This design comes from an exercise in tuning for small area on the open sky130 flow, not from production work.
The RTL was checked by simulation tests, not by an equivalence proof against the original design.
Power and IR drop assume default switching activity.

`flow/config.mk`:
```
export PLATFORM = sky130hd
export DESIGN_NAME = spy_sync
export DESIGN_NICKNAME = spy_sync
export VERILOG_FILES = /design/flow/design.v
export SDC_FILE = /design/flow/constraint.sdc
export NUM_CORES = 4
export LEC_CHECK = 0
export CAP_MARGIN = 20
export CORE_MARGIN = 2
export CORE_UTILIZATION = 40
export SLEW_MARGIN = 20
```
`flow/constraint.sdc`:
```
create_clock -name core_clock -period 10.0 [get_ports {clk}]
set_input_delay 2.0000 -clock core_clock [delete_from_list [all_inputs] [get_ports {clk}]]
set_output_delay 2.0000 -clock core_clock [all_outputs]
set_load 0.01 [all_outputs]
```
`flow/design.v`:
```
module spy_chan #(
    parameter L  = 32,   
    parameter DW = 32    
) (
    input  wire           clk,
    input  wire           rst,       
    input  wire           clr,       
    input  wire           push,      
    input  wire [7:0]     b,
    output wire           emit,      
    output wire           drop,      
    output wire           warn,      
    output wire [8*L-1:0] window,    
    output reg            have_sync,
    output reg            resync_pending,
    output reg  [15:0]    fill,
    output reg  [15:0]    drop_run,
    output reg  [15:0]    desync_cnt
);
    reg [8*(L-1)-1:0] buf_q;
    wire        full_win = (fill == L - 1);
    assign      window   = {b, buf_q};
    wire [15:0] mt       = window[15:0];
    wire        valid    = (mt == 16'hFFFF) || (mt <= 16'd11);
    assign emit = push && full_win && valid;
    assign drop = push && full_win && !valid;
    assign warn = drop && (drop_run == DW - 1);
    always @(posedge clk) begin
        if (push) begin
            if (!full_win)
                buf_q[8*fill +: 8] <= b;
            else if (!valid)
                buf_q <= {b, buf_q[8*(L-1)-1:8]};
        end
    end
    always @(posedge clk) begin
        if (rst || clr) begin
            fill           <= 16'd0;
            have_sync      <= 1'b0;
            resync_pending <= 1'b0;
            drop_run       <= 16'd0;
            desync_cnt     <= 16'd0;
        end else if (push) begin
            if (!full_win) begin
                fill <= fill + 16'd1;
            end else if (valid) begin
                fill           <= 16'd0;
                have_sync      <= 1'b1;
                resync_pending <= 1'b0;
                drop_run       <= 16'd0;
            end else begin
                have_sync      <= 1'b0;
                resync_pending <= 1'b1;
                if (drop_run == DW - 1) begin
                    drop_run <= 16'd0;
                    if (desync_cnt != 16'hFFFF)
                        desync_cnt <= desync_cnt + 16'd1;
                end else begin
                    drop_run <= drop_run + 16'd1;
                end
            end
        end
    end
endmodule
module spy_sync (
    input  wire         clk,
    input  wire         rst,          
    input  wire [3:0]   op,           
    input  wire [1:0]   op_ch,        
    input  wire [7:0]   op_arg,       
    output reg          res_valid,
    output reg  [7:0]   res_err,
    output reg  [1:0]   res_status,
    output reg  [15:0]  res_value,
    output reg          ev_kind,
    output reg  [1:0]   ev_channel,
    output reg          ev_resync,
    output reg  [15:0]  ev_mtype,
    output reg  [255:0] ev_frame
);
    localparam L     = 32;            
    localparam NCH   = 2;             
    localparam QD    = 4;             
    localparam QAW   = 2;
    localparam RW    = 1 + 2 + 1 + 16 + 8 * L;   
    localparam OP_NOP     = 4'h0;
    localparam OP_SPYBYTE = 4'h8;
    localparam OP_SPYPOP  = 4'h9;
    localparam OP_SPYRST  = 4'hA;
    localparam OP_RDSTAT  = 4'hF;
    localparam ERR_OK          = 8'h00;
    localparam ERR_BAD_CHANNEL = 8'h50;
    localparam ERR_ILLEGAL_OP  = 8'h5F;
    wire is_byte = (op == OP_SPYBYTE);
    wire ch_ok   = (op_ch < NCH);
    wire is_pop  = (op == OP_SPYPOP);
    wire is_rst  = (op == OP_SPYRST);
    wire is_stat = (op == OP_RDSTAT);
    wire legal   = (op == OP_NOP) || is_byte || is_pop || is_rst || is_stat;
    wire           emit   [0:NCH-1];
    wire           drop   [0:NCH-1];
    wire           warn   [0:NCH-1];
    wire [8*L-1:0] window [0:NCH-1];
    wire           have_sync      [0:NCH-1];
    wire           resync_pending [0:NCH-1];
    wire [15:0]    fill           [0:NCH-1];
    wire [15:0]    drop_run       [0:NCH-1];
    wire [15:0]    desync_cnt     [0:NCH-1];
    genvar c;
    generate
        for (c = 0; c < NCH; c = c + 1) begin : g_ch
            spy_chan #(.L(L), .DW(L)) u_chan (
                .clk            (clk),
                .rst            (rst),
                .clr            (is_rst),
                .push           (is_byte && (op_ch == c)),
                .b              (op_arg),
                .emit           (emit[c]),
                .drop           (drop[c]),
                .warn           (warn[c]),
                .window         (window[c]),
                .have_sync      (have_sync[c]),
                .resync_pending (resync_pending[c]),
                .fill           (fill[c]),
                .drop_run       (drop_run[c]),
                .desync_cnt     (desync_cnt[c])
            );
        end
    endgenerate
    wire           sel      = op_ch[0];
    wire           ch_emit  = ch_ok && emit[sel];
    wire           ch_drop  = ch_ok && drop[sel];
    wire           ch_warn  = ch_ok && warn[sel];
    wire           new_ev   = ch_emit || ch_warn;
    wire [RW-1:0]  new_rec  = ch_warn
                            ? {1'b1, op_ch, 1'b1, 16'h0000, window[sel]}
                            : {1'b0, op_ch, resync_pending[sel], window[sel][15:0], window[sel]};
    reg [RW-1:0]  q_mem [0:QD-1];
    reg [QAW-1:0] head, tail;
    reg [15:0]    ev_count;
    reg [15:0]    ev_dropped;
    wire q_full  = (ev_count == QD);
    wire q_empty = (ev_count == 16'd0);
    always @(posedge clk) begin
        if (!rst && new_ev)
            q_mem[tail] <= new_rec;
    end
    always @(posedge clk) begin
        if (rst || is_rst) begin
            head       <= {QAW{1'b0}};
            tail       <= {QAW{1'b0}};
            ev_count   <= 16'd0;
            ev_dropped <= 16'd0;
        end else if (new_ev) begin
            tail <= tail + 1'b1;
            if (q_full) begin
                head <= head + 1'b1;
                if (ev_dropped != 16'hFFFF)
                    ev_dropped <= ev_dropped + 16'd1;
            end else begin
                ev_count <= ev_count + 16'd1;
            end
        end else if (is_pop && !q_empty) begin
            head     <= head + 1'b1;
            ev_count <= ev_count - 16'd1;
        end
    end
    reg [15:0] stat;
    always @(*) begin
        case (op_arg)
            8'd7:    stat = ev_count;
            8'd8:    stat = ev_dropped;
            8'd16:   stat = {14'd0, resync_pending[0], have_sync[0]};
            8'd17:   stat = fill[0];
            8'd18:   stat = drop_run[0];
            8'd19:   stat = desync_cnt[0];
            8'd20:   stat = {14'd0, resync_pending[1], have_sync[1]};
            8'd21:   stat = fill[1];
            8'd22:   stat = drop_run[1];
            8'd23:   stat = desync_cnt[1];
            default: stat = 16'h0000;
        endcase
    end
    wire [RW-1:0] head_rec = q_mem[head];
    always @(posedge clk) begin
        if (rst)
            res_valid <= 1'b0;
        else
            res_valid <= (op != OP_NOP);
        res_err    <= ERR_OK;
        res_status <= 2'd0;
        res_value  <= 16'h0000;
        if (!legal)
            res_err <= ERR_ILLEGAL_OP;
        else if (is_byte && !ch_ok)
            res_err <= ERR_BAD_CHANNEL;
        else if (is_byte)
            res_status <= ch_emit ? 2'd1 : (ch_drop ? 2'd2 : 2'd0);
        else if (is_pop)
            res_status <= q_empty ? 2'd0 : 2'd1;
        else if (is_stat)
            res_value <= stat;
        if (is_pop && !q_empty)
            {ev_kind, ev_channel, ev_resync, ev_mtype, ev_frame} <= head_rec;
    end
endmodule
```
`flow/run.sh`:
```
#!/bin/bash
# synth_recipe.tcl (not shown) runs the flow's synth.tcl, then flattens the netlist and writes it again
# the make line also repeats each setting of config.mk as NAME=value (left out here)
make -C /OpenROAD-flow-scripts/flow DESIGN_CONFIG=/design/flow/config.mk WORK_HOME=/design/flow/orfs CLKGATE_MAP_FILE= SYNTH_SCRIPT=/design/flow/synth_recipe.tcl finish
```
==> results.txt <==
-- worst max-delay path, cell delays in order --
cell             delay [ps]
clkdlybuf4s50_1         560
or4b_4                  680
or3_1                   470
or4_4                   730
a21oi_1                 400
o21bai_1                260
inv_1                   420
ha_1                    430
a211oi_1                350
o21ai_0                 250
a211oi_1                350
nor4_1                  150
o31a_1                  320
or3_1                   330
a31o_2                  250
nand2_1                  50
-- layout make-up --
| type | count | area, µm² |
|---|---|---|
| Clock buffer | 258 | 5510 |
| Inverter | 36 | 143 |
| Multi-Input combinational cell | 3156 | 26200 |
| Sequential cell | 2033 | 59500 |
| Clock inverter | 125 | 1430 |
| Antenna cell | 3 | 7.51 |
| Timing Repair Buffer | 386 | 3950 |
| Tap cell | 2854 | 3570 |
| Fill cell | 18800 | 117000 |
-- synthesized netlist by cell type, drive strengths merged (23+ instances only) --
cell type	instances	area, µm²
dfxtp	157	3140
nand3	103	586
a21oi	94	470
or3	64	400
nor3	61	305
mux2	275	3100
xnor2	50	438
a22oi	23	173
nand2	574	2150
buf	86	383
edfxtp	1876	56300
clkbuf	304	1140
a21o	220	1650
ha	27	338
inv	36	135
o21ai	323	1620
xor2	25	219
mux4	276	6220
or4	34	263
nor2	184	691
nor4	34	228
nand4	34	234
mux2i	481	4810
nor2b	26	163
-- power groups by stage --
stage	combinational (mW)	sequential, mW	clock [mW]
6_report	0.456	9.26	7.86
5_1_grt	0.484	9.26	8.36
4_1_cts	0.460	9.26	8.04
3_5_place_dp	0.458	9.44	0
3_3_place_gp	0.453	9.44	0
2_1_floorplan	0.267	9.45	0
-- path summary, 6_finish.rpt --
| check | to | cells past startpoint | slack, ps |
|---|---|---|---|
| max | ev_count[15]$_SDFFE_PP0P_ | 16 | 2800 |
| min | g_ch[0].u_chan.drop_run[1]$_SDFFE_PP0P_ | 2 | 500 |
| max reg2reg | ev_count[15]$_SDFFE_PP0P_ | 16 | 4130 |
| min reg2reg | g_ch[0].u_chan.drop_run[1]$_SDFFE_PP0P_ | 2 | 500 |
-- layout by cell type, fill, tap and decap left out, types with 32 or more instances in the layout --
| cell type | count |
|---|---|
| mux2_2 | 275 |
| nand2_1 | 566 |
| mux2i_1 | 481 |
| nor2_1 | 184 |
| nand4_1 | 32 |
| dfxtp_1 | 155 |
| nand3_1 | 88 |
| edfxtp_1 | 1876 |
| clkbuf_1 | 42 |
| a21oi_1 | 91 |
| nor3_1 | 59 |
| inv_1 | 35 |
| clkinv_2 | 33 |
| clkbuf_16 | 211 |
| o21ai_1 | 77 |
| mux4_2 | 276 |
| a21o_1 | 220 |
| buf_4 | 54 |
| o21ai_0 | 244 |
| or3_1 | 64 |
| xnor2_1 | 50 |
| clkinv_1 | 36 |
| clkdlybuf4s50_1 | 307 |
-- kinds of logic after synthesis --
logic type,synth area share (%)
muxes,16.2
and+or+nand+nor,6.89
DFF,68.3
AOI/OAI and AO/OA,5.56
other,0.00430
adders and majority gates,0.422
buffers and inverters,1.90
xor gates and xnor gates,0.754
-- flip-flops by register name (all words and copies together), names as in the netlist, 2 cells and up --
register	count
ev_channel	2
g_ch.u_chan.drop_run	32
g_ch.u_chan.resync_pending	2
g_ch.u_chan.have_sync	2
res_err	2
tail	2
ev_frame	256
res_status	2
ev_mtype	16
g_ch.u_chan.desync_cnt	32
g_ch.u_chan.fill	32
res_value	16
ev_dropped	16
q_mem	1104
head	2
ev_count	16
g_ch.u_chan.buf_q	496
-- metal layers --
layer,global-route usage (%),share of wire (%),vias up
li1,-,-,22300
met4,4.71,2.0,6
met1,29.3,46,25700
met2,30.1,46,1612
met3,3.08,5.9,278
met5,0,0.014,-
==> reports/results.txt <==
Status = no timing/DRC/antenna violations
Gr ovfl total = 0
Comb pwr share = 2.6%
Crit path capture type = flop
Post-CTS Setup Inserts = 0
Clock network fraction of design power = 44.7%
Mapped cell area = 87100 µm²
Die width = 471 µm
Total track usage = 19.6%
Iter 0 DRT Violations = 5516
Layout Nets = 5866
Routed Antenna Nets = 0
Core Util, Final = 46.2%
Peak supply drop = 0.000175 V
Crit path DAT = 8020 ps
Crit-path max FO = 20
Die Y = 471 µm
NetSw = 3.67 mW
Lkg Pwr = 35.4 nW
Minimum clock period after layout = 7200 ps
Post-place setup slack = 1960 ps
Gp weighted congestion = 0.908
Tcrit/Tclk final = 72.0%
Final hold viol count = 0
Data required, critical path = 10830 ps
I/O Buffers = 316
Post-synth EDFFs = 1876
Drt drc = 0
IO Pins = 319
RSZ-0062 raised after global routing = false
Fin area = 100000 µm²
Total wire length = 222 mm
Final setup violation count = 0
WHS = 502 ps
Worst slew margin = 23.2%
Longest Clk Path Bufs = 3
First-pass GRT wire length = 329 mm
Crit path launch = op[1]
Vias per cell = 5.63
Dominant synthesized flop cell = edfxtp_1
Post-cts gate resize count = 0
Clock buffer count from CTS = 209
DR WL/cell = 25.1 µm
Worst-Margin Slew = 1150 ps
Async S/R FF share, synth = 0%
Inst Count DP = 8465
FF+latch count, synth = 2033
Core area = 217000 µm²
Sequential power share = 52.7%
Starting density of the core = 40.2%
Setup total negative slack = 0 ps
Mapped Avg Cell Area = 15.5 µm²
Worst Skew = 79.5 ps
Vias in the first global route = 48600
Distinct cell type count after synthesis = 81
Non-Filler Instances = 8851
Max cap viols = 0
Hold Crit Class = flop to flop
Crit path kind = input port to flop
Placement Cell Area = 93300 µm²
Die Area = 222000 µm²
Final Power = 17.6 mW
Initial antenna violation count = 14
Row count = 171
First-pass iteration count of the detailed router = 11
Hold path startpoint = g_ch[0].u_chan.drop_run[1]$_SDFFE_PP0P_
Area grow syn2layout = 15.0%
Worst-path clk slew = 60 ps
Crit path launch type = input port
Power Density = 175 nW/µm²
Share of cells above drive strength 1 = 17.0%
Via count = 49900
Root buffer cell = clkbuf_16
Ys Warns = 2
CTS Hold Bufs = 0
FMAX = 139 MHz
Seq/Total Area, Yosys = 68.3%
DP HPWL = 137 mm
Clk sinks = 2033
Switch share = 20.9%
Cell count after synthesis = 5614
H-tree Lvls = 4
Final worst-path setup slack = 2800 ps
RR Startpoint = g_ch[1].u_chan.fill[5]$_SDFFE_PP0P_
CTS tree = yes
Final Slew Violations = 0
Later-pin clock latency in the skew report = 880 ps
Cell-internal power = 13.9 mW
Pin count of the biggest net entering global routing = 229

-- what the ideal ports hide --
In the flow no input, the clock included, has a driving cell. The finished layout below was timed again as built, in two steps.
Step 1 sets driving cells, clkbuf_16 on the clock port and buf_2 on the other inputs (assumed; they add their load-dependent delay and slew).
Step 2 adds t to the input delays and takes it off the output delays; t is the mean of the earliest and latest rising clock arrival at the registers after step 1. Input paths then give back, and output paths get back, about the clock's delay inside the block.
Slacks: ideal ports / drivers / drivers and shift; pairs: ideal ports / drivers.
t, ns: 0.926
setup slack, ns: 2.804 / 2.860 / 1.934
worst setup path after step 2: input to register
slew at the worst register clock pin (ns): 0.07 / 0.07
worst slew at a driven data input, ns: 0.11
After both steps this run still meets setup and hold. The setup slack of this run moves by +0.056 ns with the drivers and by -0.870 ns with both steps.
